What follows belongs to an exercise in optimizing a design on an open flow for small area, a short achievable clock period and few clock cycles per item; a production flow would make more cautious choices.
Where RTL was checked, it was by simulation tests only, not by an equivalence proof against the original.
For runs 2 to 7, only the layout was checked, not whether the RTL still works.
Power figures rest on the tool's default switching activity, not on a simulated workload.

<file path="flow/config.mk">
export PLATFORM = sky130hd
export DESIGN_NAME = vospi_engine
export DESIGN_NICKNAME = vospi_engine
export VERILOG_FILES = /design/flow/design.v
export SDC_FILE = /design/flow/constraint.sdc
export NUM_CORES = 4
export LEC_CHECK = 0
export CAP_MARGIN = 20
export CORE_MARGIN = 2
export CORE_UTILIZATION = 70
export CTS_CLUSTER_DIAMETER = 55
export CTS_CLUSTER_SIZE = 25
export SLEW_MARGIN = 20
</file>
<file path="flow/constraint.sdc">
create_clock -name core_clock -period 10.0 [get_ports {clk}]
set_input_delay 2.0000 -clock core_clock [delete_from_list [all_inputs] [get_ports {clk}]]
set_output_delay 2.0000 -clock core_clock [all_outputs]
set_load 0.01 [all_outputs]
</file>
<file path="flow/design.v">
module vospi_crc16 (
    input  wire [15:0] crc_in,
    input  wire [15:0] data,
    output reg  [15:0] crc_out
);
    integer i;
    reg fb;
    always @* begin
        crc_out = crc_in;
        for (i = 15; i >= 0; i = i - 1) begin
            fb      = crc_out[15] ^ data[i];
            crc_out = {crc_out[14:0], 1'b0} ^ (fb ? 16'h1021 : 16'h0000);
        end
    end
endmodule
module vospi_engine #(
    parameter LINE_WIDTH   = 80,
    parameter PPS          = 60,       
    parameter SEGS_MULTI   = 4,        
    parameter MARKER_ID    = 20,
    parameter QUIET_MS     = 200
) (
    input  wire        clk,
    input  wire        rst,
    input  wire        cmd_valid,
    output wire        cmd_ready,
    input  wire [2:0]  cmd_op,
    input  wire [7:0]  cmd_hint,
    input  wire        cfg_ok,
    output reg         cfg_req,
    output reg         rsp_valid,
    output reg  [1:0]  rsp_code,
    output reg         rsp_active,
    input  wire [31:0] now,
    output reg         xfer_start,
    output reg         xfer_abort,
    input  wire        rx_valid,
    output wire        rx_ready,
    input  wire [15:0] rx_data,
    input  wire        pool_avail,
    input  wire [3:0]  pool_slot,
    output reg         acq_take,
    output reg         rel_valid,
    output reg         rel_used,
    output wire [3:0]  rel_slot,
    output wire        mem_we,
    output wire [3:0]  mem_slot,
    output wire [15:0] mem_addr,
    output wire [15:0] mem_wdata
);
    localparam PACKET_WORDS = 2 + LINE_WIDTH + 1;
    localparam TAP = 8;                    
    localparam [2:0] OP_INIT = 3'd0, OP_DEINIT = 3'd1, OP_ABORT = 3'd2,
                     OP_RESTART = 3'd3;
    localparam [1:0] RES_OK = 2'd0, RES_ERR_TRANSPORT = 2'd1, RES_ERR_STATE = 2'd2;
    reg        initialised;
    reg        multi_segment;
    reg        streaming;
    reg        capturing;
    reg [5:0]  exp_pid;                    
    reg [1:0]  exp_seg;                    
    reg        slot_valid;
    reg [3:0]  slot;
    reg [31:0] last_resync;
    reg [15:0] rx_q;
    reg        rxv_q;                      
    reg        pool_avail_q;
    reg        rx_rdy;
    reg [6:0]  widx;                       
    reg [6:0]  d;                          
    reg        hdr_q;                      
    reg        pay_q;                      
    reg        last_q;                     
    reg [15:0] crc;
    reg        f_skip;                     
    reg        f_r2;                       
    reg        f_bad;                      
    reg [15:0] rb [0:LINE_WIDTH-1];        
    reg        wst;                        
    reg        wact;                       
    reg [6:0]  wk;                         
    reg [6:0]  wc;                         
    reg [10:0] base_hi;                    
    reg [10:0] addr_hi;                    
    reg        zbase;                      
    reg        fc_flag;                    
    reg        fc_take;                    
    reg        fcd;                        
    reg        cmd_rdy;
    reg        c1;                         
    reg        c2;                         
    reg        rs1;                        
    reg        q_lo;                       
    reg        q_b;                        
    reg        q_k;                        
    reg        q_x;                        
    assign cmd_ready = cmd_rdy;
    assign rx_ready  = rx_rdy;
    assign rel_slot  = slot;
    assign mem_we    = wact;
    assign mem_slot  = slot;
    assign mem_addr  = {addr_hi, wc[3:0], 1'b0};
    assign mem_wdata = rb[LINE_WIDTH-1];
    wire [15:0] crc_next;
    vospi_crc16 u_crc (
        .crc_in (crc),
        .data   (rx_q),
        .crc_out(crc_next)
    );
    wire cmd_fire   = cmd_valid && cmd_rdy;
    wire op_init    = (cmd_op == OP_INIT);
    wire op_abort   = (cmd_op == OP_ABORT) || (cmd_op == OP_DEINIT);
    wire op_deinit  = (cmd_op == OP_DEINIT);
    wire op_restart = (cmd_op == OP_RESTART);
    wire init_ok    = cmd_fire && !initialised && op_init && cfg_ok;
    wire abort_fire = cmd_fire && initialised && op_abort;
    wire acc        = rx_valid && rx_rdy && streaming && !abort_fire;
    wire w_pay      = (widx >= 7'd2) && (widx < 7'd2 + LINE_WIDTH);
    wire acc_pay    = acc && w_pay;
    wire acc_first  = acc && (widx == 7'd2);
    wire [6:0] widx_d = abort_fire ? 7'd0 :
                        !acc ? widx :
                        (widx == PACKET_WORDS - 1) ? 7'd0 : widx + 7'd1;
    wire [6:0] d_inc = (d == LINE_WIDTH - 1) ? 7'd0 : d + 7'd1;
    wire [6:0] d_d   = acc_first ? 7'd0 : acc_pay ? d : d_inc;
    wire rdy_d       = !((widx_d >= 7'd3) && (widx_d < 7'd2 + LINE_WIDTH)) ||
                       (d_d[2:0] == 3'd0);
    wire [11:0] h_pid    = rx_q[11:0];
    wire [2:0]  h_seg    = rx_q[14:12];
    wire        h_dc     = (rx_q[11:8] == 4'hF);
    wire        h_marker = multi_segment && (h_pid == MARKER_ID);
    wire        e_zero   = (exp_pid == 6'd0);
    wire        h_r1     = e_zero && (h_pid != 12'd0);
    wire        h_r2     = h_marker && (exp_seg == 2'd0) && (h_seg != 3'd1);
    wire        h_bad    = (h_pid != {6'd0, exp_pid}) ||
                           (h_marker && (h_seg != {1'b0, exp_seg} + 3'd1));
    wire ev      = last_q && initialised && capturing && !f_skip;
    wire ev_r2   = ev && f_r2;
    wire ev_try  = ev && !f_r2;
    wire crc_ok  = (crc == rx_q);
    wire ev_bad  = ev_try && (f_bad || !crc_ok);
    wire ev_ok   = ev_try && !f_bad && crc_ok;
    wire ev_nosl = ev_ok && !slot_valid && !pool_avail_q;
    wire ev_acc  = ev_ok && (slot_valid || pool_avail_q);
    wire pid_wrap   = (exp_pid == PPS - 1);
    wire seg_wrap   = (exp_seg == SEGS_MULTI - 1);
    wire frame_done = pid_wrap && (!multi_segment || seg_wrap);
    wire        wlast   = (wk == LINE_WIDTH - 1);
    wire [6:0]  wc_d    = wst ? d : (wc == LINE_WIDTH - 1) ? 7'd0 : wc + 7'd1;
    wire [10:0] base_d  = !wst ? base_hi : zbase ? 11'd0 : base_hi + 11'd5;
    wire [23:0] hs_a = now[31:8] ~^ last_resync[31:8];    
    wire [23:0] hs_o = now[31:8] | ~last_resync[31:8];    
    wire [7:0]  d_lo = now[7:0] - last_resync[7:0];
    wire        quiet_ok = !(q_lo && q_k && (q_x == !q_b));
    wire busy = rx_valid || rxv_q || wst || wact || fcd || acq_take ||
                rel_valid || c1 || c2 || cmd_fire;
    integer i, j;
    always @(posedge clk) begin
        rx_q         <= rx_data;
        pool_avail_q <= pool_avail;
        q_lo         <= d_lo < QUIET_MS;
        q_b          <= now[7:0] < last_resync[7:0];
        q_k          <= &(hs_a[23:1] ~^ hs_o[22:0]);
        q_x          <= hs_a[0];
        for (j = 0; j < LINE_WIDTH / TAP; j = j + 1) begin
            for (i = 1; i < TAP; i = i + 1)
                rb[j*TAP + i] <= rb[j*TAP + i - 1];
            rb[j*TAP] <= (pay_q && d[6:3] == j) ? rx_q :
                         rb[(j*TAP + LINE_WIDTH - 1) % LINE_WIDTH];
        end
        wc        <= wc_d;
        base_hi   <= base_d;
        addr_hi   <= base_d + {8'd0, wc_d[6:4]};
    end
    always @(posedge clk) begin
        cfg_req    <= 1'b0;
        xfer_start <= 1'b0;
        xfer_abort <= 1'b0;
        acq_take   <= 1'b0;
        rel_valid  <= 1'b0;
        rsp_valid  <= 1'b0;
        if (rst) begin
            initialised   <= 1'b0;
            streaming     <= 1'b0;
            rxv_q         <= 1'b0;
            widx          <= 7'd0;
            hdr_q         <= 1'b0;
            pay_q         <= 1'b0;
            last_q        <= 1'b0;
            rx_rdy        <= 1'b0;
            wst           <= 1'b0;
            wact          <= 1'b0;
            fc_flag       <= 1'b0;
            fcd           <= 1'b0;
            cmd_rdy       <= 1'b0;
            c1            <= 1'b0;
            c2            <= 1'b0;
            rs1           <= 1'b0;
        end else begin
            cmd_rdy <= !busy;
            rxv_q  <= acc;
            hdr_q  <= acc && (widx == 7'd0);
            pay_q  <= acc_pay;
            last_q <= acc && (widx == PACKET_WORDS - 1);
            widx   <= widx_d;
            d      <= d_d;
            rx_rdy <= rdy_d;
            if (rxv_q)
                crc <= last_q ? 16'd0 : crc_next;
            if (hdr_q) begin
                f_skip <= h_dc || h_r1;
                f_r2   <= h_r2;
                f_bad  <= h_bad;
            end
            if (ev_r2)
                exp_pid <= 6'd0;
            if (ev_bad) begin
                xfer_abort  <= 1'b1;
                streaming   <= 1'b0;
                capturing   <= 1'b0;
                exp_pid     <= 6'd0;
                exp_seg     <= 2'd0;
                last_resync <= now;
            end
            if (ev_nosl)
                capturing <= 1'b0;
            if (ev_acc) begin
                if (!slot_valid) begin
                    acq_take   <= 1'b1;
                    slot_valid <= 1'b1;
                end
                wst     <= 1'b1;
                zbase   <= e_zero && (exp_seg == 2'd0);
                fc_flag <= frame_done;
                fc_take <= pool_avail_q;
                if (pid_wrap) begin
                    exp_pid <= 6'd0;
                    if (multi_segment)
                        exp_seg <= exp_seg + 2'd1;
                end else begin
                    exp_pid <= exp_pid + 6'd1;
                end
                if (frame_done && !pool_avail_q) begin
                    slot_valid <= 1'b0;
                    capturing  <= 1'b0;
                end
            end
            if (acq_take)
                slot <= pool_slot;
            if (wst) begin
                wst     <= 1'b0;
                wact    <= 1'b1;
                wk      <= 7'd0;
            end
            if (wact) begin
                wk <= wk + 7'd1;
                if (wlast) begin
                    wk      <= 7'd0;
                    wact    <= 1'b0;
                    fcd     <= fc_flag;
                    fc_flag <= 1'b0;
                end
            end
            if (fcd) begin
                fcd       <= 1'b0;
                rel_valid <= 1'b1;
                rel_used  <= 1'b1;
                acq_take  <= fc_take;
            end
            c1  <= cmd_fire;
            c2  <= c1;
            rs1 <= cmd_fire && initialised && op_restart;
            if (cmd_fire) begin
                rsp_code <= RES_OK;
                if (op_init) begin
                    if (initialised) begin
                        rsp_code <= RES_ERR_STATE;
                    end else begin
                        cfg_req <= 1'b1;
                        if (!cfg_ok)
                            rsp_code <= RES_ERR_TRANSPORT;
                    end
                end
                if (op_abort && !initialised)
                    rsp_code <= RES_ERR_STATE;
            end
            if (init_ok) begin
                multi_segment <= (cmd_hint > 8'd1);
                exp_pid       <= 6'd0;
                exp_seg       <= 2'd0;
                streaming     <= 1'b0;
                capturing     <= 1'b0;
                slot_valid    <= 1'b0;
                last_resync   <= now;
                initialised   <= 1'b1;
            end
            if (abort_fire) begin
                xfer_abort  <= streaming;
                streaming   <= 1'b0;
                capturing   <= 1'b0;
                exp_pid     <= 6'd0;
                exp_seg     <= 2'd0;
                last_resync <= now;
                crc         <= 16'd0;
                if (op_deinit) begin
                    if (slot_valid) begin
                        rel_valid <= 1'b1;
                        rel_used  <= 1'b0;
                    end
                    slot_valid  <= 1'b0;
                    initialised <= 1'b0;
                end
            end
            if (cmd_fire && initialised && op_restart)
                capturing <= 1'b1;
            if (rs1 && !streaming && quiet_ok) begin
                streaming  <= 1'b1;
                xfer_start <= 1'b1;
                widx       <= 7'd0;
                crc        <= 16'd0;
            end
            if (c2) begin
                rsp_valid  <= 1'b1;
                rsp_active <= initialised && streaming && capturing;
            end
        end
    end
endmodule
</file>
<file path="flow/flow/run.sh">
#!/bin/bash
# The standard ORFS layout (the standard.sh), asking timing repair for
# more setup slack than the clock period needs and buffering the ports with
# buf_2 instead of the default delay buffer.
set -euo pipefail
bash standard.sh 'SETUP_SLACK_MARGIN=6.9' 'BUFFER_PORTS_ARGS=-buffer_cell sky130_fd_sc_hd__buf_2' finish > orfs_make.log 2>&1
</file>
<file path="flow/standard.sh">
#!/bin/bash
# synth_recipe.tcl (not shown) runs the flow's synth.tcl, then flattens the netlist and writes it again
# the make line also repeats each setting of config.mk as NAME=value (left out here)
make -C /OpenROAD-flow-scripts/flow DESIGN_CONFIG=/design/flow/config.mk WORK_HOME=/design/flow/orfs CLKGATE_MAP_FILE= SYNTH_SCRIPT=/design/flow/synth_recipe.tcl "${@:-finish}"
</file>
==> impl_metrics.json, run 1 <==
{
  "crit_start": "rel_used",
  "grt_max_degree": 30,
  "cp.arrival_ns": 1.24,
  "synth.avg_cell_area_um2": 15.83,
  "port_buffers": 119,
  "setup_violations": 0,
  "met3_usage_pct": 3.534,
  "ir_worst_vdd_uv": 179.9,
  "cts.htree.levels": 3,
  "hp-start": "rb[37][8]",
  "die_w_um": 229.8,
  "worstPathCellList": "buf_2",
  "grt_usage_pct": 21.73,
  "cts.sinks": 1444,
  "synth-edff-count": 86,
  "n_fill_cell": 2819,
  "max_slew_margin_pct": 34.08,
  "critPathBufInv": 1,
  "clockBufferDepth": 3,
  "gr-total-overflow": 0,
  "routedWlPerCell_um": 17.78,
  "area_growth_pct": 11.14,
  "grt_antenna_before_repair": 0,
  "placementRows": 82,
  "synth_top_family_by_area": "multiplexers",
  "ys_warn_count": 3,
  "synth_nets": 2369,
  "placed_area_um2": 37080,
  "grt_pass1_wl_mm": 89.47,
  "ys_seq_elements": 1444,
  "cts-root-buf": "clkbuf_16",
  "die-area_um2": 52800,
  "holdBufCountCts": 0,
  "use_met1_pct": 30.70,
  "ys_async_sr_fraction_pct": 0,
  "core_um2": 50270,
  "required_ns": 8.00,
  "vias_per_cell": 5.010,
  "critical_path.top_delay_family": "flip-flops",
  "crit_path_top_delay_cell": "edfxtp_1",
  "slew_violations": 0,
  "worstMarginPinSlew_ns": 0.9864,
  "synth_mux_area_share_pct": 5.087,
  "synth-simple-area-share_pct": 3.941,
  "vias": 15662,
  "layout-drive-gt1-share_pct": 19.32,
  "num_io_pins": 122,
  "synth_ff_type": "dfxtp_1",
  "startpoint_type": "register",
  "use_met2_pct": 35.28,
  "slowest_delay_ns": 0.44,
  "synth_compound_area_share_pct": 1.823,
  "status": "finished clean",
  "drt-initial-drc-count": 834,
  "dr.pass1.iters": 4,
  "fmax_ghz": 0.3088,
  "syn_area_um2": 35690,
  "die_h_um": 229.8,
  "synthAdderAreaFrac_pct": 1.599,
  "fin_nets": 2543,
  "clk_pin_slew_worst_paths_ns": 0.09,
  "cts_tree": "done",
  "skew_ns": 0.02764,
  "final_antenna_net_count": 0,
  "postLayoutCellArea_um2": 39660,
  "diodes": 0,
  "power_density_nw_per_um2": 233.4,
  "cp_max_fo": 2,
  "grt_busiest_layer": "met2",
  "rr_startpoint": "rx_q[2]",
  "synthXorXnorAreaFrac_pct": 2.773,
  "post-route-min-period_ns": 3.238,
  "hpwl_mm": 31.26,
  "drc": 0,
  "ys_types": 63,
  "cts_inserted_buffers": 72,
  "finalHoldViolations": 0,
  "start_util_pct": 70.99,
  "syn-instance-count": 2255,
  "cp-end-kind": "output pin",
  "clk_latency_ns": 0.63,
  "fin_setup_tns_ns": 0,
  "wl_mm": 55.57,
  "synth-seq-area-share_pct": 83.42,
  "hold_path_class": "register to register",
  "critical_path_class": "register to output pin",
  "rsz0062_at_grt": "yes",
  "gp_congestion": 0.8171,
  "grt_pass1_vias": 16426,
  "cap_violations": 0,
  "cellLeakagePower_nw": 16.06,
  "finalCritPeriodShare_pct": 32.38
}
cell families (layout without fill, tap and decap cells):
logic type | count (synthesis) | in the layout
AOI/OAI and AO/OA | 98 | 98
other | 1 | 1
buffers and inverters | 113 | 311
and+or+nand+nor | 279 | 280
adders and majority gates | 45 | 45
DFF | 1444 | 1444
muxes | 162 | 162
xor gates and xnor gates | 113 | 113
path summary, 6_finish.rpt:
kind,end,slack [ns],cells past startpoint
worst max-delay path,rel_used,6.76,1
worst min-delay path,rb[38][8],0.32,0
worst max register to register,last_resync[3],7.04,7
worst min register to register,rb[38][8],0.32,0
registers in the layout, indices dropped and copies added (netlist names), 2 cells and up:
register,count
addr_hi,11
base_hi,11
crc,16
d,7
exp_pid,6
exp_seg,2
last_resync,32
rb,1280
rsp_code,2
rx_q,16
slot,4
wc,7
widx,7
wk,7
placed cells by master (no fill, tap or decap), types with 9 or more instances in the layout:
master | synthesis | routed
dfxtp_2 | 0 | 25
xnor2_1 | 70 | 69
inv_1 | 54 | 54
clkbuf_16 | 0 | 72
o21ai_0 | 30 | 27
mux2_2 | 155 | 155
ha_1 | 44 | 43
edfxtp_1 | 86 | 86
xor2_1 | 43 | 42
nor3_1 | 22 | 20
dfxtp_1 | 1358 | 1328
buf_4 | 10 | 36
nor4_1 | 15 | 15
nand3_1 | 28 | 27
buf_2 | 1 | 90
clkbuf_1 | 40 | 9
nand4_1 | 13 | 13
nand2_1 | 54 | 52
nor2_1 | 77 | 70
a21oi_1 | 22 | 20
nor2b_1 | 15 | 14
buf_6 | 1 | 28
metrics by stage:
stage / power (mW) / hold WS, ns / instances / util, % / worst slack [ns]
floorplan: 6.178 / 0.3096 / 2255 / - / 6.189
global placement: 6.243 / 0.3102 / 3000 / 73.75 / 5.534
detailed placement: 6.253 / 0.3121 / 3000 / 73.75 / 5.515
CTS: 9.323 / 0.3093 / 3121 / 78.72 / 6.729
global route: 9.563 / 0.3155 / 3126 / 78.90 / 6.719
finish: 9.258 / 0.3165 / 3126 / 78.90 / 6.762
power breakdown:
| group | switching [mW] | total [mW] | internal, mW |
|---|---|---|---|
| Sequential | 0.0423 | 5.89 | 5.85 |
| Combinational | 0.133 | 0.261 | 0.128 |
| Clock | 1.70 | 3.11 | 1.40 |
cells in the mapped netlist (6+ instances only):
master	count	share of area (%)
nor2b_1	15	0.26
mux2i_1	7	0.20
or3_1	6	0.11
nor4_1	15	0.26
nand4_1	13	0.23
clkbuf_1	40	0.42
or4_1	7	0.15
inv_1	54	0.57
nand2_1	54	0.57
nand3_1	28	0.39
nand2b_1	9	0.16
a21oi_1	22	0.31
o21ai_0	30	0.42
xor2_1	43	1.1
dfxtp_1	1358	76
edfxtp_1	86	7.2
mux2_2	155	4.9
xnor2_1	70	1.7
buf_4	10	0.21
nor2_1	77	0.81
o31ai_1	7	0.15
nor3_1	22	0.31
ha_1	44	1.5
and3_1	8	0.14
layout make-up:
class / count / area, um^2 / area share [%]
clock inverters: 17 / 219.0 / 0.5521
flip-flops and latches: 1444 / 29820 / 75.18
inverters: 55 / 207.7 / 0.5237
multi-input cells: 699 / 5632 / 14.20
well taps: 672 / 840.8 / 2.120
repair buffers: 157 / 1096 / 2.763
clock buffers: 82 / 1849 / 4.662
layer usage:
| metal | vias to the layer above | part of all wire [%] | routed length, um |
|---|---|---|---|
| met1 | 7609 | 47 | 26380 |
| met4 | 0 | 2.6 | 1462 |
| met2 | 269 | 46 | 25740 |
| li1 | 7685 | - | - |
| met3 | 99 | 3.6 | 1993 |
| met5 | - | 0 | 0 |
what timing repair did:
item | in CTS | in global routing
gates cloned | 1 | 0
setup buffers | 21 | 5
pin swaps | 7 | 8
setup endpoints to repair | 92 | 85
resized for setup | 63 | 17
endpoints found under the hold margin | 0 | 0
Testbench counts, summed over its fixed seeds: cycles 423,834, items 5,100.
==> run 2: changes to the inputs <==
--- a/flow/design.v
+++ b/flow/design.v
@@ -29,7 +29,7 @@
     input  wire        cfg_ok,
     output reg         cfg_req,
     output reg         rsp_valid,
-    output reg  [1:0]  rsp_code,
+    output wire [1:0]  rsp_code,
     output reg         rsp_active,
     input  wire [31:0] now,
     output reg         xfer_start,
@@ -61,6 +61,7 @@
     reg [1:0]  exp_seg;                    
     reg        slot_valid;
     reg [3:0]  slot;
+    reg [3:0]  slot_o;                     
     reg [31:0] last_resync;
     reg [15:0] rx_q;
     reg        rxv_q;                      
@@ -77,6 +78,7 @@
     reg        f_bad;                      
     reg [15:0] rb [0:LINE_WIDTH-1];        
     reg        wst;                        
+    reg        wst2;                       
     reg        wact;                       
     reg [6:0]  wk;                         
     reg [6:0]  wc;                         
@@ -90,15 +92,17 @@
     reg        c1;                         
     reg        c2;                         
     reg        rs1;                        
+    reg [1:0]  code1, code2, code3;        
     reg        q_lo;                       
     reg        q_b;                        
     reg        q_k;                        
     reg        q_x;                        
     assign cmd_ready = cmd_rdy;
     assign rx_ready  = rx_rdy;
-    assign rel_slot  = slot;
+    assign rel_slot  = slot_o;
     assign mem_we    = wact;
-    assign mem_slot  = slot;
+    assign mem_slot  = slot_o;
+    assign rsp_code  = code3;
     assign mem_addr  = {addr_hi, wc[3:0], 1'b0};
     assign mem_wdata = rb[LINE_WIDTH-1];
     wire [15:0] crc_next;
@@ -146,13 +150,16 @@
     wire seg_wrap   = (exp_seg == SEGS_MULTI - 1);
     wire frame_done = pid_wrap && (!multi_segment || seg_wrap);
     wire        wlast   = (wk == LINE_WIDTH - 1);
-    wire [6:0]  wc_d    = wst ? d : (wc == LINE_WIDTH - 1) ? 7'd0 : wc + 7'd1;
-    wire [10:0] base_d  = !wst ? base_hi : zbase ? 11'd0 : base_hi + 11'd5;
+    wire [6:0]  wc_d    = wst2 ? d : (wc == LINE_WIDTH - 1) ? 7'd0 : wc + 7'd1;
+    wire [10:0] base_d  = !wst2 ? base_hi : zbase ? 11'd0 : base_hi + 11'd5;
+    wire [1:0]  code_now = (op_init && initialised) ? RES_ERR_STATE :
+                           (op_init && !cfg_ok) ? RES_ERR_TRANSPORT :
+                           (op_abort && !initialised) ? RES_ERR_STATE : RES_OK;
     wire [23:0] hs_a = now[31:8] ~^ last_resync[31:8];    
     wire [23:0] hs_o = now[31:8] | ~last_resync[31:8];    
     wire [7:0]  d_lo = now[7:0] - last_resync[7:0];
     wire        quiet_ok = !(q_lo && q_k && (q_x == !q_b));
-    wire busy = rx_valid || rxv_q || wst || wact || fcd || acq_take ||
+    wire busy = rx_valid || rxv_q || wst || wst2 || wact || fcd || acq_take ||
                 rel_valid || c1 || c2 || cmd_fire;
     integer i, j;
     always @(posedge clk) begin
@@ -169,6 +176,12 @@
                          rb[(j*TAP + LINE_WIDTH - 1) % LINE_WIDTH];
         end
         wc        <= wc_d;
+        slot_o    <= slot;
+        code1     <= code_now;
+        code2     <= code1;
+        code3     <= code2;
+        rsp_active <= initialised && streaming && capturing;
+        rel_used  <= !(cmd_valid && cmd_rdy && op_deinit);
         base_hi   <= base_d;
         addr_hi   <= base_d + {8'd0, wc_d[6:4]};
     end
@@ -189,6 +202,7 @@
             last_q        <= 1'b0;
             rx_rdy        <= 1'b0;
             wst           <= 1'b0;
+            wst2          <= 1'b0;
             wact          <= 1'b0;
             fc_flag       <= 1'b0;
             fcd           <= 1'b0;
@@ -247,8 +261,10 @@
             end
             if (acq_take)
                 slot <= pool_slot;
-            if (wst) begin
-                wst     <= 1'b0;
+            wst2 <= wst;
+            if (wst)
+                wst <= 1'b0;
+            if (wst2) begin
                 wact    <= 1'b1;
                 wk      <= 7'd0;
             end
@@ -264,26 +280,13 @@
             if (fcd) begin
                 fcd       <= 1'b0;
                 rel_valid <= 1'b1;
-                rel_used  <= 1'b1;
                 acq_take  <= fc_take;
             end
             c1  <= cmd_fire;
             c2  <= c1;
             rs1 <= cmd_fire && initialised && op_restart;
-            if (cmd_fire) begin
-                rsp_code <= RES_OK;
-                if (op_init) begin
-                    if (initialised) begin
-                        rsp_code <= RES_ERR_STATE;
-                    end else begin
-                        cfg_req <= 1'b1;
-                        if (!cfg_ok)
-                            rsp_code <= RES_ERR_TRANSPORT;
-                    end
-                end
-                if (op_abort && !initialised)
-                    rsp_code <= RES_ERR_STATE;
-            end
+            if (cmd_fire && op_init && !initialised)
+                cfg_req <= 1'b1;
             if (init_ok) begin
                 multi_segment <= (cmd_hint > 8'd1);
                 exp_pid       <= 6'd0;
@@ -303,10 +306,8 @@
                 last_resync <= now;
                 crc         <= 16'd0;
                 if (op_deinit) begin
-                    if (slot_valid) begin
+                    if (slot_valid)
                         rel_valid <= 1'b1;
-                        rel_used  <= 1'b0;
-                    end
                     slot_valid  <= 1'b0;
                     initialised <= 1'b0;
                 end
@@ -319,10 +320,8 @@
                 widx       <= 7'd0;
                 crc        <= 16'd0;
             end
-            if (c2) begin
+            if (c2)
                 rsp_valid  <= 1'b1;
-                rsp_active <= initialised && streaming && capturing;
-            end
         end
     end
 endmodule
==> run 2 against run 1 <==
Still clean. Die area increased by 0.28%. Critical path depth grew 7. Clock skew down 0.0086 ns. Utilization is 0.26 points higher. Combinational power decreased by 12%. Cell area rose by 0.33%. Setup slack gained 0.10 ns. Fmax grew 3.2%. Worst hold slack better by 0.0044 ns. Critical endpoint is now rx_rdy. Largest cell class unchanged. Highest routed layer unchanged.
==> impl_metrics.json, run 2 <==
{
  "gr-total-overflow": 0,
  "final_antenna_net_count": 0,
  "vias_per_cell": 5.033,
  "syn_area_um2": 35790,
  "fmax_ghz": 0.3188,
  "clockBufferDepth": 3,
  "area_growth_pct": 11.19,
  "worstMarginPinSlew_ns": 0.9623,
  "post-route-min-period_ns": 3.137,
  "yosysTopAreaCell": "dfxtp_1",
  "grt_pass1_vias": 16339,
  "synth-seq-area-share_pct": 83.57,
  "synth_top_area_share_pct": 76.69,
  "ir_worst_vdd_uv": 202.0,
  "drc": 0,
  "critical_path_class": "input pin to register",
  "drt-initial-drc-count": 796,
  "top_register": "rb",
  "slew_violations": 0,
  "grt_usage_pct": 22.39,
  "grt_pass1_wl_mm": 91.81,
  "layout-drive-gt1-share_pct": 19.30,
  "synth-edff-count": 82,
  "synth_nets": 2359,
  "setup_violations": 0,
  "num_io_pins": 122,
  "hp-start": "rb[11][7]",
  "synth.avg_cell_area_um2": 15.94,
  "routedWlPerCell_um": 18.60,
  "netlist_top_cells_area": "dfxtp_1 (77%), edfxtp_1 (6.9%), mux2_2 (4.9%)",
  "start_util_pct": 71.19,
  "syn-instance-count": 2245,
  "cellLeakagePower_nw": 16.15,
  "required_ns": 10.56,
  "clk_latency_ns": 0.62,
  "synth_ff_type": "dfxtp_1",
  "dr.pass1.iters": 5,
  "final_common_cell": "dfxtp_1",
  "grt_max_degree": 32,
  "ys_async_sr_fraction_pct": 0,
  "wl_mm": 57.80,
  "cp.arrival_ns": 3.69,
  "cap_violations": 0,
  "finalCritPeriodShare_pct": 31.37,
  "crit_start": "cmd_op[2]",
  "die_w_um": 230.1,
  "top_regs": "rb x1280, last_resync x32",
  "cp-end-kind": "register",
  "max_slew_margin_pct": 35.69,
  "fin_nets": 2530,
  "fin_setup_tns_ns": 0,
  "rr_startpoint": "wc[0]",
  "die_h_um": 230.1,
  "ys_warn_count": 3,
  "fin_ws_ns": 6.863,
  "place_ws_ns": 5.460,
  "synthTopCellsByCount": "dfxtp_1 (1,371), mux2_2 (155), edfxtp_1 (82)",
  "cts_inserted_buffers": 72,
  "rsz0062_at_grt": "yes",
  "grt_antenna_before_repair": 1,
  "finalHoldViolations": 0,
  "fin_util_pct": 79.16,
  "clk_pin_slew_worst_paths_ns": 0.11,
  "cts-root-buf": "clkbuf_16",
  "status": "finished clean",
  "vias": 15642,
  "yosysMostFrequentCell": "dfxtp_1",
  "ys_seq_elements": 1453,
  "die-area_um2": 52950,
  "largest_reg_flops": 1280,
  "layout_common_cells": "dfxtp_1 (1,332), mux2_2 (155), buf_2 (83), edfxtp_1 (82), clkbuf_16 (76)",
  "holdWs_ns": 0.3209,
  "hold_path_class": "register to register",
  "cts.htree.levels": 3,
  "skew_ns": 0.01901,
  "cts_tree": "done",
  "ys_types": 58,
  "power_density_nw_per_um2": 233.6,
  "placementRows": 82,
  "startpoint_type": "input pin",
  "gp_congestion": 0.7842,
  "port_buffers": 119,
  "core_um2": 50270,
  "cts.sinks": 1453,
  "hpwl_mm": 30.74,
  "cp_max_fo": 6
}
-- run 2: power by group --
group | total, mW | switching (mW) | internal (mW) | leakage [nW]
Combinational | 0.230 | 0.119 | 0.111 | 3.31
Clock | 3.16 | 1.75 | 1.41 | 1.02
Sequential | 5.91 | 0.0361 | 5.87 | 11.8
-- run 2: routing by layer --
metal	GRT usage [%]	wire length, um
met1	32.11	27770
met2	35.91	26960
met3	3.733	1860
met4	5.786	1213
met5	0	0
-- run 2: per-stage QoR --
| stage | total power, mW | area, um^2 | std cells |
|---|---|---|---|
| detailed placement | 6.241 | 37120 | 2991 |
| floorplan | 6.172 | 35860 | 2245 |
| CTS | 9.337 | 39720 | 3103 |
| global placement | 6.228 | 37120 | 2991 |
| global route | 9.578 | 39790 | 3107 |
| finish | 9.294 | 39790 | 3108 |
-- run 2: cell families (layout without fill, tap and decap cells) --
family / count (synthesis) / in the layout / share of synthesized area (%)
other cells: 1 / 2 / 0.01048
fa+ha+maj: 45 / 45 / 1.594
xor+xnor: 112 / 112 / 2.888
compound gates: 99 / 99 / 1.692
flops: 1453 / 1453 / 83.57
simple gates: 267 / 268 / 3.961
mux: 161 / 161 / 5.045
buf+inv: 107 / 296 / 1.238
-- run 2: area by class of cell --
cell class,instances,area (um^2)
Tap cell,672,840.8
Multi-Input combinational cell,686,5595
Timing Repair Buffer,151,1095
Antenna cell,1,2.502
Sequential cell,1453,29970
Clock buffer,80,1927
Clock inverter,13,171.4
Inverter,52,195.2
Fill cell,2706,10480
-- run 2: what timing repair did --
item,4_1_cts,5_1_grt
hold buffers,0,0
cloned,1,0
resized for setup,88,13
pin swaps,3,4
setup endpoints to repair,100,115
endpoints found under the hold margin,0,0
setup buffers,18,4
-- run 2: final timing paths --
check                    end  slack (ns)  cells after the start
setup / recovery      rx_rdy        6.86                      8
hold / removal     rb[12][7]        0.32                      0
setup reg to reg  addr_hi[8]        7.06                      9
hold reg to reg    rb[12][7]        0.32                      0
-- run 2: worst max-delay path, stage by stage --
cell and delay (ns):
buf_2 0.14, nand4b_1 0.17, buf_4 0.19, o21ai_4 0.26, o31ai_2 0.13, mux2i_1 0.14, or4_1 0.56, nand3_1 0.10
==> run 3: changes to the inputs <==
--- a/flow/design.v
+++ b/flow/design.v
@@ -172,8 +172,8 @@
         for (j = 0; j < LINE_WIDTH / TAP; j = j + 1) begin
             for (i = 1; i < TAP; i = i + 1)
                 rb[j*TAP + i] <= rb[j*TAP + i - 1];
-            rb[j*TAP] <= (pay_q && d[6:3] == j) ? rx_q :
-                         rb[(j*TAP + LINE_WIDTH - 1) % LINE_WIDTH];
+            rb[j*TAP] <= ~((pay_q && d[6:3] == j) ? ((j % 2 == 0) ? rx_q : ~rx_q) :
+                           rb[(j*TAP + LINE_WIDTH - 1) % LINE_WIDTH]);
         end
         wc        <= wc_d;
         slot_o    <= slot;
==> run 3 against run 2 <==
Combinational power is 5% higher. Critical path depth is 1 lower. Flip-flop and latch count stayed put. Critical path type unchanged. Critical endpoint is now q_lo.
==> impl_metrics.json, run 3 <==
{
  "crit_top_cell": "a21o_1",
  "design_power_total_mw": 9.251,
  "worstPathCellList": "buf_6, ha_4, a21o_1, a21o_1, a2111oi_4, or4_1, a2111o_1",
  "layout-drive-gt1-share_pct": 13.15,
  "finalHoldViolations": 0,
  "die_h_um": 229.3,
  "hpwl_mm": 32.02,
  "met3_usage_pct": 3.586,
  "swShare_pct": 20.07,
  "vias": 15935,
  "critical_path.top_delay_family": "compound AO/OA/AOI/OAI gates",
  "place_ws_ns": 5.788,
  "max_slew_margin_pct": 40.82,
  "cp-end-kind": "register",
  "clk_pin_slew_worst_paths_ns": 0.09,
  "start_util_pct": 70.83,
  "vias_per_cell": 4.984,
  "setup_violations": 0,
  "power_density_nw_per_um2": 234.0,
  "top_regs": "rb x1280, last_resync x32",
  "hold_path_class": "register to register",
  "comb_power_share_pct": 2.6,
  "placementRows": 82,
  "fin_setup_tns_ns": 0,
  "cp.arrival_ns": 3.60,
  "largest_reg_flops": 1280,
  "port_buffers": 119,
  "drt-initial-drc-count": 951,
  "fin_nets": 2621,
  "cap_violations": 0,
  "postLayoutCellArea_um2": 39530,
  "ys_seq_elements": 1453,
  "p_int_mw": 7.394,
  "status": "finished clean",
  "netlist_top_cells_area": "dfxtp_1 (77%), edfxtp_1 (6.9%), mux2i_1 (2.3%)",
  "synth-edff-count": 82,
  "synth.avg_cell_area_um2": 15.19,
  "fin_util_pct": 78.78,
  "ys_types": 65,
  "die_w_um": 229.3,
  "yosysTopAreaCell": "dfxtp_1",
  "grt_pass1_vias": 16196,
  "layout_common_cells": "dfxtp_1 (1,336), nor2_1 (142), a21oi_1 (101), buf_2 (93), edfxtp_1 (82)",
  "grt_antenna_before_repair": 0,
  "cts_inserted_buffers": 72,
  "synth_ff_type": "dfxtp_1",
  "skew_ns": 0.02676,
  "syn-instance-count": 2339,
  "fmax_ghz": 0.3230,
  "ys_warn_count": 3,
  "final_antenna_net_count": 0,
  "syn_area_um2": 35540,
  "use_met2_pct": 34.14,
  "ys_async_sr_fraction_pct": 0,
  "placed_area_um2": 37000,
  "post-route-min-period_ns": 3.096,
  "finalCritPeriodShare_pct": 30.96,
  "dp_cells": 3079,
  "clockBufferDepth": 3,
  "critPathBufInv": 1,
  "worstMarginPinSlew_ns": 0.8865,
  "synthTopCellsByCount": "dfxtp_1 (1,371), nor2_1 (151), a21oi_1 (102)",
  "use_met1_pct": 31.09,
  "die-area_um2": 52590,
  "slowest_delay_ns": 0.50,
  "core_um2": 50170,
  "grt_max_degree": 33,
  "p_seq_share_pct": 63.9,
  "drc": 0,
  "fin_cells": 3197,
  "yosysMostFrequentCell": "dfxtp_1",
  "power_switching_mw": 1.857,
  "fin_ws_ns": 6.904,
  "cellLeakagePower_nw": 16.08,
  "clk_latency_ns": 0.61,
  "grt_pass1_wl_mm": 87.22,
  "cts.htree.levels": 3,
  "num_io_pins": 122,
  "grt_busiest_layer": "met2",
  "slew_violations": 0,
  "startpoint_type": "input pin",
  "synth_nets": 2453,
  "rsz0062_at_grt": "yes",
  "dr.pass1.iters": 6,
  "diodes": 0,
  "routedWlPerCell_um": 17.17,
  "cp_max_fo": 3,
  "critical_path_class": "input pin to register",
  "area_growth_pct": 11.23,
  "gr-total-overflow": 0,
  "gp_congestion": 0.8429,
  "cts_tree": "done",
  "required_ns": 10.50,
  "grt_usage_pct": 21.36,
  "crit_path_top_delay_cell": "or4_1",
  "holdWs_ns": 0.3072,
  "holdBufCountCts": 0,
  "final_common_cell": "dfxtp_1",
  "cts.sinks": 1453,
  "p_clk_share_pct": 33.5,
  "ir_worst_vdd_uv": 217.1,
  "wl_mm": 54.88,
  "cts-root-buf": "clkbuf_16",
  "synth-seq-area-share_pct": 84.16,
  "synth_top_area_share_pct": 77.23,
  "top_register": "rb"
}
-- run 3: cell count changes after synthesis, sizes merged, moves of 6 or more --
| cell | previous run | this run |
|---|---|---|
| a21oi | 23 | 102 |
| clkbuf | 42 | 50 |
| mux2 | 155 | 1 |
| mux2i | 6 | 81 |
| nand2b | 14 | 6 |
| nand4 | 11 | 18 |
| nor2 | 67 | 157 |
| o21ai | 38 | 27 |
| or3 | 2 | 8 |
| xor2 | 38 | 46 |
-- run 3: final cells by class --
type,count,area [um^2]
flip-flops and latches,1453,29960
fillers,2846,10640
multi-input cells,770,5383
clock buffers,78,1887
repair buffers,159,1089
well taps,672,840.8
inverters,51,191.4
clock inverters,14,178.9
-- run 3: worst register-to-register path: cells and delay by family (launching register included) --
family                    cells  cell delay (ns)
and+or+nand+nor               5             1.83
xor gates and xnor gates      1             0.27
DFF                           1             0.77
-- run 3: timing repair --
action | 4_1_cts | 5_1_grt
gates cloned | 1 | 0
pin swaps | 3 | 7
endpoints found under the setup margin | 64 | 79
buffers inserted | 18 | 7
gates resized for setup | 50 | 24
-- run 3: per-layer routing --
layer  part of all wire, %  wire [um]
met1                    49      26940
met4                   1.9       1047
met3                   3.4       1866
met2                    46      25030
met5                     0          0
-- run 3: logic make-up (layout without fill, tap and decap cells) --
| kind of cell | after synthesis | in the layout | synth area share (%) |
|---|---|---|---|
| AO/OA/AOI/OAI | 173 | 173 | 2.817 |
| flip-flops | 1453 | 1453 | 84.16 |
| adder cells (fa/ha/maj) | 45 | 45 | 1.606 |
| multiplexers | 82 | 82 | 2.313 |
| buffers and inverters | 117 | 302 | 1.363 |
| other | 1 | 1 | 0.01055 |
| XOR/XNOR | 117 | 117 | 2.926 |
| AND/OR/NAND/NOR | 351 | 352 | 4.803 |
-- run 3: worst paths after layout --
check	start	end	slack, ns	depth (start not counted)
setup reg to reg	rx_q[3]	exp_pid[3]	7.00	6
hold / removal	rb[1][5]	rb[2][5]	0.31	0
setup / recovery	now[1]	q_lo	6.90	7
hold reg to reg	rb[1][5]	rb[2][5]	0.31	0
-- run 3: power by group through the flow --
stage	Clock (mW)	Sequential (mW)	Combinational [mW]
finish	3.10	5.91	0.242
global route	3.37	5.92	0.269
CTS	3.16	5.91	0.240
detailed placement	0	6.05	0.217
global placement	0	6.05	0.207
floorplan	0	6.03	0.159
==> run 4: changes to the inputs <==
--- a/flow/config.mk
+++ b/flow/config.mk
@@ -8,6 +8,6 @@
 export CAP_MARGIN = 20
 export CORE_MARGIN = 2
 export CORE_UTILIZATION = 70
-export CTS_CLUSTER_DIAMETER = 55
-export CTS_CLUSTER_SIZE = 25
+export CTS_CLUSTER_DIAMETER = 45
+export CTS_CLUSTER_SIZE = 30
 export SLEW_MARGIN = 20
==> run 4 against run 3 <==
Die area unchanged. Area after synthesis unchanged. Clock skew increased by 0.029 ns. Wire length increased by 15%. Utilization increased by 3.9 points. Non-clock buffer count decreased by 3. Global-route usage increased by 3.3 points. Clock power increased by 49%. Worst hold slack got worse by 0.017 ns. Sequential share of layout area decreased by 3.5 points. First-iteration DRC count increased by 12%. Critical endpoint is now mem_wdata[1]. Highest routed layer unchanged.
==> impl_metrics.json, run 4 <==
{
  "cts_inserted_buffers": 105,
  "final_common_cell": "dfxtp_1",
  "num_io_pins": 122,
  "final_antenna_net_count": 0,
  "start_util_pct": 70.83,
  "design_power_total_mw": 10.78,
  "clk_latency_ns": 0.69,
  "rsz0062_at_grt": "yes",
  "holdBufCountCts": 0,
  "largest_reg_flops": 1280,
  "status": "finished clean",
  "cp-end-kind": "output pin",
  "skew_ns": 0.05615,
  "fin_setup_tns_ns": 0,
  "critical_path.top_delay_family": "flip-flops",
  "layout_common_cells": "dfxtp_1 (1,328), nor2_1 (142), clkbuf_16 (108), a21oi_1 (101), edfxtp_1 (82)",
  "slew_violations": 0,
  "gr-total-overflow": 0,
  "finalHoldViolations": 0,
  "synth.avg_cell_area_um2": 15.19,
  "ys_types": 65,
  "synth_nets": 2453,
  "top_regs": "rb x1280, last_resync x32",
  "ys_async_sr_fraction_pct": 0,
  "n_fill_cell": 2426,
  "cp.arrival_ns": 1.14,
  "power_density_nw_per_um2": 259.9,
  "post-route-min-period_ns": 3.140,
  "dr.pass1.iters": 5,
  "synth_ff_type": "dfxtp_1",
  "required_ns": 8.00,
  "critPathBufInv": 1,
  "synth_top_area_share_pct": 77.23,
  "critical_path_class": "register to output pin",
  "layout-drive-gt1-share_pct": 16.96,
  "synth_top_family_by_area": "simple AND/OR/NAND/NOR gates",
  "syn_area_um2": 35540,
  "grt_pass1_wl_mm": 99.42,
  "synth_compound_area_share_pct": 2.817,
  "synth-simple-area-share_pct": 4.802,
  "crit_path_top_delay_cell": "dfxtp_2",
  "fin_nets": 2651,
  "syn-instance-count": 2339,
  "routedWlPerCell_um": 19.18,
  "cts.htree.levels": 3,
  "grt_max_degree": 33,
  "synth-edff-count": 82,
  "cts-root-buf": "clkbuf_16",
  "hp-start": "rb[73][3]",
  "die_w_um": 229.3,
  "port_buffers": 119,
  "cp_max_fo": 2,
  "synth-seq-area-share_pct": 84.16,
  "netlist_top_cells_area": "dfxtp_1 (77%), edfxtp_1 (6.9%), mux2i_1 (2.3%)",
  "cellLeakagePower_nw": 16.97,
  "synthXorXnorAreaFrac_pct": 2.926,
  "gp_congestion": 0.8429,
  "core_um2": 50170,
  "synth_mux_area_share_pct": 2.313,
  "cts.sinks": 1453,
  "ys_seq_elements": 1453,
  "clockBufferDepth": 3,
  "hold_path_class": "register to register",
  "yosysMostFrequentCell": "dfxtp_1",
  "worstMarginPinSlew_ns": 0.8795,
  "area_growth_pct": 16.72,
  "clk_pin_slew_worst_paths_ns": 0.10,
  "cts_tree": "done",
  "max_slew_margin_pct": 41.29,
  "grt_pass1_vias": 17888,
  "ys_warn_count": 3,
  "placementRows": 82,
  "synthTopCellsByCount": "dfxtp_1 (1,371), nor2_1 (151), a21oi_1 (102)",
  "worstPathCellList": "buf_6",
  "cap_violations": 0,
  "fmax_ghz": 0.3185,
  "setup_violations": 0,
  "grt_antenna_before_repair": 2,
  "die_h_um": 229.3,
  "synthAdderAreaFrac_pct": 1.606,
  "wl_mm": 63.32,
  "top_register": "rb",
  "slowest_delay_ns": 0.37,
  "die-area_um2": 52590,
  "hpwl_mm": 32.02,
  "ir_worst_vdd_uv": 195.4,
  "crit_start": "rb[79][1]",
  "finalCritPeriodShare_pct": 31.40,
  "startpoint_type": "register",
  "drt-initial-drc-count": 1063,
  "yosysTopAreaCell": "dfxtp_1",
  "drc": 0,
  "rr_startpoint": "wc[0]",
  "grt_usage_pct": 24.62,
  "vias": 16617,
  "vias_per_cell": 5.034,
  "diodes": 0
}
## run 4: what timing repair did
item / in CTS / in global routing
setup endpoints to repair: 90 / 67
buffers inserted: 17 / 5
hold endpoints to repair: 0 / 0
cloned: 1 / 0
pin swaps: 2 / 1
gates resized for setup: 78 / 20
## run 4: power by group
group | internal [mW] | switching [mW]
Combinational | 0.118 | 0.129
Clock | 2.24 | 2.38
Sequential | 5.87 | 0.0407
## run 4: area by class of cell
type,count,area [um^2],share of cell area (%)
clock buffers,110,2710,6.534
inverters,51,191.4,0.4615
repair buffers,156,1151,2.775
clock inverters,89,1220,2.941
well taps,672,840.8,2.027
multi-input cells,770,5398,13.01
flip-flops and latches,1453,29970,72.25
## run 4: routing by layer
layer | wire length (um) | GRT usage [%] | vias to the layer above | share of wire, %
met5 | 0 | 0 | - | 0
met4 | 1134 | 6.453 | 0 | 1.8
met1 | 28280 | 33.23 | 8124 | 45
li1 | - | - | 8062 | -
met2 | 31600 | 42.13 | 334 | 50
met3 | 2305 | 3.648 | 97 | 3.6
## run 4: kinds of logic after synthesis
kind of cell	count (synthesis)
buffers and inverters	117
flip-flops	1453
other	1
adder cells (fa/ha/maj)	45
AND/OR/NAND/NOR	351
XOR/XNOR	117
AO/OA/AOI/OAI	173
multiplexers	82
## run 4: final timing paths
path | depth (start not counted) | to | slack, ns
worst min register to register | 0 | rb[74][3] | 0.29
worst max-delay path | 1 | mem_wdata[1] | 6.86
worst min-delay path | 0 | rb[74][3] | 0.29
worst max register to register | 13 | addr_hi[10] | 7.07
## run 4: stage by stage
step	instance area (um^2)	setup WS, ns	util [%]	cells	hold slack (ns)
after floorplan	35770	6.422	-	2339	0.3096
after detailed placement	37000	5.788	73.75	3079	0.3121
after CTS	41360	6.833	82.44	3296	0.2933
after global routing	41480	6.818	82.67	3301	0.3054
final	41480	6.860	82.67	3301	0.2905
after global placement	37000	5.844	73.75	3079	0.3098
==> run 5: changes to the inputs <==
--- a/flow/design.v
+++ b/flow/design.v
@@ -127,8 +127,9 @@
                         (widx == PACKET_WORDS - 1) ? 7'd0 : widx + 7'd1;
     wire [6:0] d_inc = (d == LINE_WIDTH - 1) ? 7'd0 : d + 7'd1;
     wire [6:0] d_d   = acc_first ? 7'd0 : acc_pay ? d : d_inc;
-    wire rdy_d       = !((widx_d >= 7'd3) && (widx_d < 7'd2 + LINE_WIDTH)) ||
-                       (d_d[2:0] == 3'd0);
+    wire rdy_acc     = !((widx >= 7'd3) && (widx < 7'd1 + LINE_WIDTH)) || (d[2:0] == 3'd0);
+    wire rdy_idle    = !((widx >= 7'd3) && (widx < 7'd2 + LINE_WIDTH)) || (d[2:0] == 3'd7);
+    wire rdy_d       = abort_fire || ((rx_valid && rx_rdy && streaming) ? rdy_acc : rdy_idle);
     wire [11:0] h_pid    = rx_q[11:0];
     wire [2:0]  h_seg    = rx_q[14:12];
     wire        h_dc     = (rx_q[11:8] == 4'hF);
--- a/flow/config.mk
+++ b/flow/config.mk
@@ -8,6 +8,6 @@
 export CAP_MARGIN = 20
 export CORE_MARGIN = 2
 export CORE_UTILIZATION = 70
-export CTS_CLUSTER_DIAMETER = 45
-export CTS_CLUSTER_SIZE = 30
+export CTS_CLUSTER_DIAMETER = 55
+export CTS_CLUSTER_SIZE = 25
 export SLEW_MARGIN = 20
==> run 5 against run 4 <==
Still clean. Area after synthesis shrank 0.34%. First-iteration DRC count shrank 12%. Setup slack gained 0.0014 ns. Flip-flop and latch count is the same. Via count shrank 5.3%. Power shrank 15%. Worst hold slack gained 0.028 ns. Critical path type is now input pin to register. Critical endpoint is now last_resync[23]. Largest cell class unchanged. Largest power group unchanged. Highest routed layer unchanged.
==> impl_metrics.json, run 5 <==
{
  "status": "finished clean",
  "critical_path.top_delay_family": "simple AND/OR/NAND/NOR gates",
  "die_h_um": 228.9,
  "grt_antenna_before_repair": 0,
  "ys_types": 59,
  "grt_pass1_vias": 16136,
  "vias_per_cell": 4.965,
  "cap_violations": 0,
  "hold_path_class": "register to register",
  "synthTopCellsByCount": "dfxtp_1 (1,371), nor2_1 (152), a21oi_1 (111)",
  "gp_congestion": 0.8344,
  "vias": 15739,
  "clk_latency_ns": 0.62,
  "fmax_ghz": 0.3186,
  "clockBufferDepth": 3,
  "crit_top_cell": "nor2_4",
  "top_register": "rb",
  "finalHoldViolations": 0,
  "synth.avg_cell_area_um2": 15.37,
  "synth_mux_area_share_pct": 2.378,
  "rr_startpoint": "rx_q[11]",
  "final_common_cell": "dfxtp_1",
  "max_slew_margin_pct": 40.28,
  "fin_cells": 3170,
  "synthAdderAreaFrac_pct": 1.682,
  "cp.arrival_ns": 3.48,
  "n_fill_cell": 2849,
  "power_density_nw_per_um2": 233.3,
  "placementRows": 82,
  "final_antenna_net_count": 0,
  "synth_top_area_share_pct": 77.50,
  "synthXorXnorAreaFrac_pct": 2.978,
  "ys_seq_elements": 1453,
  "top_regs": "rb x1280, last_resync x32",
  "syn_area_um2": 35420,
  "fin_ws_ns": 6.862,
  "port_buffers": 119,
  "die_w_um": 228.9,
  "grt_max_degree": 33,
  "worstMarginPinSlew_ns": 0.8946,
  "rsz0062_at_grt": "yes",
  "synth_compound_area_share_pct": 2.692,
  "critPathBufInv": 3,
  "slew_violations": 0,
  "critical_path_class": "input pin to register",
  "drt-initial-drc-count": 934,
  "num_io_pins": 122,
  "synth_nets": 2420,
  "fin_setup_tns_ns": 0,
  "diodes": 0,
  "layout_common_cells": "dfxtp_1 (1,328), nor2_1 (148), a21oi_1 (108), mux2i_1 (83), edfxtp_1 (82)",
  "syn-instance-count": 2304,
  "start_util_pct": 70.73,
  "area_growth_pct": 11.49,
  "ir_worst_vdd_uv": 174.4,
  "setup_violations": 0,
  "hp-start": "rb[57][12]",
  "skew_ns": 0.02325,
  "wl_mm": 55.96,
  "fin_nets": 2595,
  "grt_pass1_wl_mm": 88.60,
  "synth-edff-count": 82,
  "grt_usage_pct": 21.80,
  "drc": 0,
  "yosysMostFrequentCell": "dfxtp_1",
  "finalCritPeriodShare_pct": 31.38,
  "crit_path_top_delay_cell": "or4_4",
  "cp_max_fo": 6,
  "synth_ff_type": "dfxtp_1",
  "synth-simple-area-share_pct": 4.413,
  "yosysTopAreaCell": "dfxtp_1",
  "die-area_um2": 52410,
  "layout-drive-gt1-share_pct": 13.09,
  "crit_start": "cmd_op[1]",
  "cts_tree": "done",
  "routedWlPerCell_um": 17.65,
  "ys_async_sr_fraction_pct": 0,
  "cp-end-kind": "register",
  "cts-root-buf": "clkbuf_16",
  "ff_latch_area_um2": 29980,
  "dp_cells": 3047,
  "startpoint_type": "input pin",
  "cts.htree.levels": 3,
  "synth-seq-area-share_pct": 84.45,
  "core_um2": 50070,
  "post-route-min-period_ns": 3.138,
  "slowest_delay_ns": 0.53,
  "gr-total-overflow": 0,
  "dr.pass1.iters": 5,
  "hpwl_mm": 31.60,
  "cts.sinks": 1453,
  "cts_inserted_buffers": 71,
  "worstPathCellList": "buf_8, or4_4, nor3_4, or2_4, nor2_4, nor2_4, buf_6, buf_12",
  "place_ws_ns": 5.588,
  "cellLeakagePower_nw": 16.26,
  "clk_pin_slew_worst_paths_ns": 0.10,
  "synth_top_family_by_area": "simple AND/OR/NAND/NOR gates",
  "largest_reg_flops": 1280,
  "netlist_top_cells_area": "dfxtp_1 (77%), edfxtp_1 (7.0%), mux2i_1 (2.3%)",
  "required_ns": 10.34,
  "ys_warn_count": 3,
  "multi_input_area_um2": 5155
}
run 5: layout make-up:
| class | count | share of cell area, % |
|---|---|---|
| Sequential cell | 1453 | 75.93 |
| Multi-Input combinational cell | 731 | 13.06 |
| Clock buffer | 80 | 4.772 |
| Timing Repair Buffer | 161 | 3.134 |
| Tap cell | 672 | 2.130 |
| Inverter | 61 | 0.5799 |
| Clock inverter | 12 | 0.3961 |
run 5: cells by family after synthesis:
family / Yosys count
buffers and inverters: 121
adder cells (fa/ha/maj): 47
other: 1
flip-flops: 1453
AO/OA/AOI/OAI: 167
multiplexers: 84
XOR/XNOR: 114
AND/OR/NAND/NOR: 317
run 5: report_power, final:
group | switching (mW) | total (mW) | internal [mW] | leakage [nW]
clock network | 1.69 | 3.06 | 1.37 | 0.997
logic | 0.118 | 0.236 | 0.117 | 3.26
registers | 0.0411 | 5.91 | 5.87 | 12.0
run 5: layer usage:
layer / wire [um] / part of all wire (%) / track usage [%]
met3: 1792 / 3.2 / 3.605
met5: 0 / 0 / 0
met2: 25740 / 46 / 34.98
met1: 27210 / 49 / 31.14
met4: 1224 / 2.2 / 5.925
run 5: timing repair:
action	4_1_cts	5_1_grt
pin swaps	7	1
gates resized for setup	79	34
buffers inserted	24	5
hold buffers	0	0
endpoints found under the setup margin	88	83
gates cloned	2	0
run 5: worst reg2reg max path, stage by stage (launching register included):
cell	delay, ns
dfxtp_1	0.83
xnor2_1	0.25
nand4b_1	0.21
nor4_4	0.41
a21boi_0	0.36
nor2_4	0.35
nor2_4	0.08
buf_6	0.16
buf_12	0.13
run 5: worst paths after layout:
kind	cells past startpoint	end	slack, ns
max	8	last_resync[23]	6.86
min	0	rb[58][12]	0.32
max reg2reg	8	last_resync[23]	7.01
min reg2reg	0	rb[58][12]	0.32
run 5: metrics by stage:
stage	total power [mW]	hold slack (ns)	utilization, %	area (um^2)
finish	9.211	0.3188	78.86	39480
global route	9.514	0.3216	78.86	39480
CTS	9.275	0.3158	78.56	39330
detailed placement	6.252	0.3121	73.46	36780
global placement	6.241	0.3095	73.46	36780
floorplan	6.181	0.3096	-	35540
==> run 6: changes to the inputs <==
--- a/flow/config.mk
+++ b/flow/config.mk
@@ -7,7 +7,7 @@
 export LEC_CHECK = 0
 export CAP_MARGIN = 20
 export CORE_MARGIN = 2
-export CORE_UTILIZATION = 70
+export CORE_UTILIZATION = 80
 export CTS_CLUSTER_DIAMETER = 55
 export CTS_CLUSTER_SIZE = 25
 export SLEW_MARGIN = 20
==> run 6 against run 5 <==
The run now fails in 3_5_place_dp. Synthesized cell count is the same. Area after synthesis is the same.
==> impl_metrics.json, run 6 <==
{
  "gp_congestion": 0.8660,
  "placementRows": 77,
  "num_io_pins": 122,
  "status": "did not finish",
  "yosysTopAreaCell": "dfxtp_1",
  "netlist_top_cells_area": "dfxtp_1 (77%), edfxtp_1 (7.0%), mux2i_1 (2.3%)",
  "ys_types": 59,
  "hpwl_mm": 37.64,
  "synth-edff-count": 82,
  "stop_stage": "3_5_place_dp",
  "synth.avg_cell_area_um2": 15.37,
  "error": "[ERROR DPL-0033] detailed placement checks failed during check placement.",
  "synthTopCellsByCount": "dfxtp_1 (1,371), nor2_1 (152), a21oi_1 (111)",
  "ys_async_sr_fraction_pct": 0,
  "die_w_um": 214.4,
  "synth_ff_type": "dfxtp_1",
  "ys_warn_count": 3,
  "synth_nets": 2420,
  "start_util_pct": 80.61,
  "syn_area_um2": 35420,
  "ys_seq_elements": 1453,
  "port_buffers": 119,
  "die_h_um": 214.4,
  "synth-seq-area-share_pct": 84.45,
  "syn-instance-count": 2304,
  "yosysMostFrequentCell": "dfxtp_1",
  "synth_top_area_share_pct": 77.50
}
## run 6: cell counts after synthesis
Identical to the previous run, type by type.
## run 6: kinds of logic after synthesis
logic type                 count (synthesis)  synth area share (%)
muxes                                     84                 2.378
xor gates and xnor gates                 114                 2.978
adders and majority gates                 47                 1.682
other                                      1               0.01059
DFF                                     1453                 84.45
buffers and inverters                    121                 1.396
AOI/OAI and AO/OA                        167                 2.692
and+or+nand+nor                          317                 4.413
## run 6: worst min path at each step
stage | startpoint | endpoint | slack (ns) | cells past startpoint
after floorplan | code1[0] | code2[0] | 0.31 | 0
after global placement | rb[73][10] | rb[74][10] | 0.31 | 0
## run 6: through the flow
stage / power, mW / cells / area [um^2] / hold WS (ns) / setup slack, ns
floorplan: 6.181 / 2304 / 35540 / 0.3096 / 6.096
global placement: 6.237 / 2966 / 36670 / 0.3095 / 5.596
## run 6: power groups by stage
stage          logic, mW  registers (mW)  clock network [mW]
2_1_floorplan      0.152            6.03                   0
3_3_place_gp       0.190            6.05                   0
==> run 7: changes to the inputs <==
--- a/flow/config.mk
+++ b/flow/config.mk
@@ -5,9 +5,10 @@
 export SDC_FILE = /design/flow/constraint.sdc
 export NUM_CORES = 4
 export LEC_CHECK = 0
+export ABC_CLOCK_PERIOD_IN_PS = 3000
 export CAP_MARGIN = 20
 export CORE_MARGIN = 2
-export CORE_UTILIZATION = 80
+export CORE_UTILIZATION = 70
 export CTS_CLUSTER_DIAMETER = 55
 export CTS_CLUSTER_SIZE = 25
 export SLEW_MARGIN = 20
==> run 7 against run 6 <==
The run now finishes clean. Synthesized cell count did not move. Area after synthesis did not move.
==> impl_metrics.json, run 7 <==
{
  "ys_seq_elements": 1453,
  "dp_cells": 3047,
  "fin_nets": 2595,
  "rrSetupSlack_ns": 7.01,
  "syn_area_um2": 35420,
  "finalHoldViolations": 0,
  "synth.avg_cell_area_um2": 15.37,
  "clk_pin_slew_worst_paths_ns": 0.10,
  "cellLeakagePower_nw": 16.26,
  "grt_max_degree": 33,
  "cp.arrival_ns": 3.48,
  "fin_cells": 3170,
  "rsz0062_at_grt": "yes",
  "cp-end-kind": "register",
  "required_ns": 10.34,
  "cts.htree.levels": 3,
  "synth_compound_area_share_pct": 2.692,
  "holdBufCountCts": 0,
  "final_antenna_net_count": 0,
  "vias_per_cell": 4.965,
  "ys_async_sr_fraction_pct": 0,
  "grt_usage_pct": 21.80,
  "hold_path_class": "register to register",
  "core_um2": 50070,
  "clockBufferDepth": 3,
  "syn-instance-count": 2304,
  "fmax_ghz": 0.3186,
  "power_density_nw_per_um2": 233.3,
  "synth_top_family_by_area": "simple AND/OR/NAND/NOR gates",
  "critical_path_class": "input pin to register",
  "top_regs": "rb x1280, last_resync x32",
  "skew_ns": 0.02325,
  "synthAdderAreaFrac_pct": 1.682,
  "clk_latency_ns": 0.62,
  "max_slew_margin_pct": 40.28,
  "setup_violations": 0,
  "design_power_total_mw": 9.211,
  "fin_util_pct": 78.86,
  "synth_ff_type": "dfxtp_1",
  "ys_types": 59,
  "vias": 15739,
  "hpwl_mm": 31.60,
  "final_common_cell": "dfxtp_1",
  "ys_warn_count": 3,
  "layout_common_cells": "dfxtp_1 (1,328), nor2_1 (148), a21oi_1 (108), mux2i_1 (83), edfxtp_1 (82)",
  "largest_reg_flops": 1280,
  "num_io_pins": 122,
  "wl_mm": 55.96,
  "fin_setup_tns_ns": 0,
  "cts-root-buf": "clkbuf_16",
  "placementRows": 82,
  "die_h_um": 228.9,
  "dr.pass1.iters": 5,
  "synth_nets": 2420,
  "grt_pass1_wl_mm": 88.60,
  "area_growth_pct": 11.49,
  "startpoint_type": "input pin",
  "drc": 0,
  "start_util_pct": 70.73,
  "top_register": "rb",
  "die_w_um": 228.9,
  "synth_top_area_share_pct": 77.50,
  "port_buffers": 119,
  "synth-simple-area-share_pct": 4.413,
  "synthXorXnorAreaFrac_pct": 2.978,
  "gp_congestion": 0.8344,
  "layout-drive-gt1-share_pct": 13.09,
  "grt_pass1_vias": 16136,
  "synth-edff-count": 82,
  "cp_max_fo": 6,
  "drt-initial-drc-count": 934,
  "post-route-min-period_ns": 3.138,
  "ir_worst_vdd_uv": 174.4,
  "cap_violations": 0,
  "cts_tree": "done",
  "status": "finished clean",
  "finalCritPeriodShare_pct": 31.38,
  "diodes": 0,
  "routedWlPerCell_um": 17.65,
  "cts.sinks": 1453,
  "slew_violations": 0,
  "die-area_um2": 52410,
  "synth_mux_area_share_pct": 2.378,
  "synth-seq-area-share_pct": 84.45,
  "netlist_top_cells_area": "dfxtp_1 (77%), edfxtp_1 (7.0%), mux2i_1 (2.3%)",
  "n_fill_cell": 2849,
  "gr-total-overflow": 0,
  "cts_inserted_buffers": 71,
  "worstMarginPinSlew_ns": 0.8946,
  "yosysTopAreaCell": "dfxtp_1",
  "synthTopCellsByCount": "dfxtp_1 (1,371), nor2_1 (152), a21oi_1 (111)",
  "yosysMostFrequentCell": "dfxtp_1",
  "grt_antenna_before_repair": 0
}
## run 7: cell counts after synthesis
Identical to the previous run, type by type.
## run 7: layout make-up
| cell class | instances | area (um^2) | area share, % |
|---|---|---|---|
| clock buffer | 80 | 1884 | 4.772 |
| clock inverter | 12 | 156.4 | 0.3961 |
| timing repair buffer | 161 | 1237 | 3.134 |
| inverter | 61 | 229.0 | 0.5799 |
| sequential | 1453 | 29980 | 75.93 |
| multi-input combinational | 731 | 5155 | 13.06 |
| tap | 672 | 840.8 | 2.130 |
## run 7: cells by family (layout without fill, tap and decap cells)
kind of cell	after synthesis	count (layout)
xor gates and xnor gates	114	114
AOI/OAI and AO/OA	167	167
buffers and inverters	121	314
DFF	1453	1453
and+or+nand+nor	317	318
muxes	84	84
adders and majority gates	47	47
other	1	1
## run 7: report_power, final
part	switching, mW	total (mW)	internal (mW)
Combinational	0.118	0.236	0.117
Sequential	0.0411	5.91	5.87
Clock	1.69	3.06	1.37
## run 7: path summary, 6_finish.rpt
path | start | to | cells after the start
worst max-delay path | cmd_op[1] | last_resync[23] | 8
worst max register to register | rx_q[11] | last_resync[23] | 8
worst min-delay path | rb[57][12] | rb[58][12] | 0
worst min register to register | rb[57][12] | rb[58][12] | 0
## run 7: through the flow
step	setup slack, ns	cell area, um^2	hold slack (ns)
3_3_place_gp	5.623	36780	0.3095
6_report	6.862	39480	0.3188
4_1_cts	6.845	39330	0.3158
3_5_place_dp	5.588	36780	0.3121
5_1_grt	6.800	39480	0.3216
2_1_floorplan	6.096	35540	0.3096
## run 7: critical path: stages
cell    delay [ns]
buf_8         0.10
or4_4         0.53
nor3_4        0.20
or2_4         0.18
nor2_4        0.06
nor2_4        0.18
buf_6         0.13
buf_12        0.11
## run 7: repair_timing
| action | 4_1_cts | 5_1_grt |
|---|---|---|
| setup endpoints to repair | 88 | 83 |
| pin swaps | 7 | 1 |
| endpoints found under the hold margin | 0 | 0 |
| buffers inserted | 24 | 5 |
| resized for setup | 79 | 34 |
| cloned | 2 | 0 |
## run 7: layer usage
layer | GRT usage, % | up-vias | routed length, um | share of wire [%]
met5 | 0 | - | 0 | 0
met4 | 5.925 | 0 | 1224 | 2.2
met3 | 3.605 | 91 | 1792 | 3.2
met2 | 34.98 | 252 | 25740 | 46
met1 | 31.14 | 7605 | 27210 | 49
li1 | - | 7791 | - | -

-- re-timing with driven ports --
In the flow no input, the clock included, has a driving cell. The finished layouts below were timed again as built, in two steps.
Step 1 sets driving cells, clkbuf_16 on the clock port and buf_2 on the other inputs (assumed; they add their load-dependent delay and slew).
Step 2 times the ports against the registers' clock, not the clock port: input delays grow and output delays shrink by t, the midpoint of the rising clock arrivals with the driver on.
Slacks: ideal / step 1 / step 2; pairs: ideal / step 1.
run | t, ns | setup WS [ns] | worst hold slack (ns) | slew at the worst register clock pin (ns) | worst data-port slew with drivers (ns)
run 1 | 0.677 | 6.762 / 6.703 / 6.268 | 0.317 / 0.317 / 0.317 | 0.10 / 0.10 | 0.05
run 2 | 0.677 | 6.863 / 6.828 / 6.224 | 0.321 / 0.321 / 0.321 | 0.11 / 0.11 | 0.05
run 3 | 0.657 | 6.904 / 6.856 / 6.270 | 0.307 / 0.307 / 0.307 | 0.09 / 0.09 | 0.04
run 4 | 0.722 | 6.860 / 6.800 / 6.241 | 0.291 / 0.291 / 0.291 | 0.11 / 0.11 | 0.04
run 5 | 0.665 | 6.862 / 6.837 / 6.208 | 0.319 / 0.319 / 0.319 | 0.10 / 0.10 | 0.06
run 7 | 0.665 | 6.862 / 6.837 / 6.208 | 0.319 / 0.319 / 0.319 | 0.10 / 0.10 | 0.06
After both steps setup and hold are still met in every run listed.
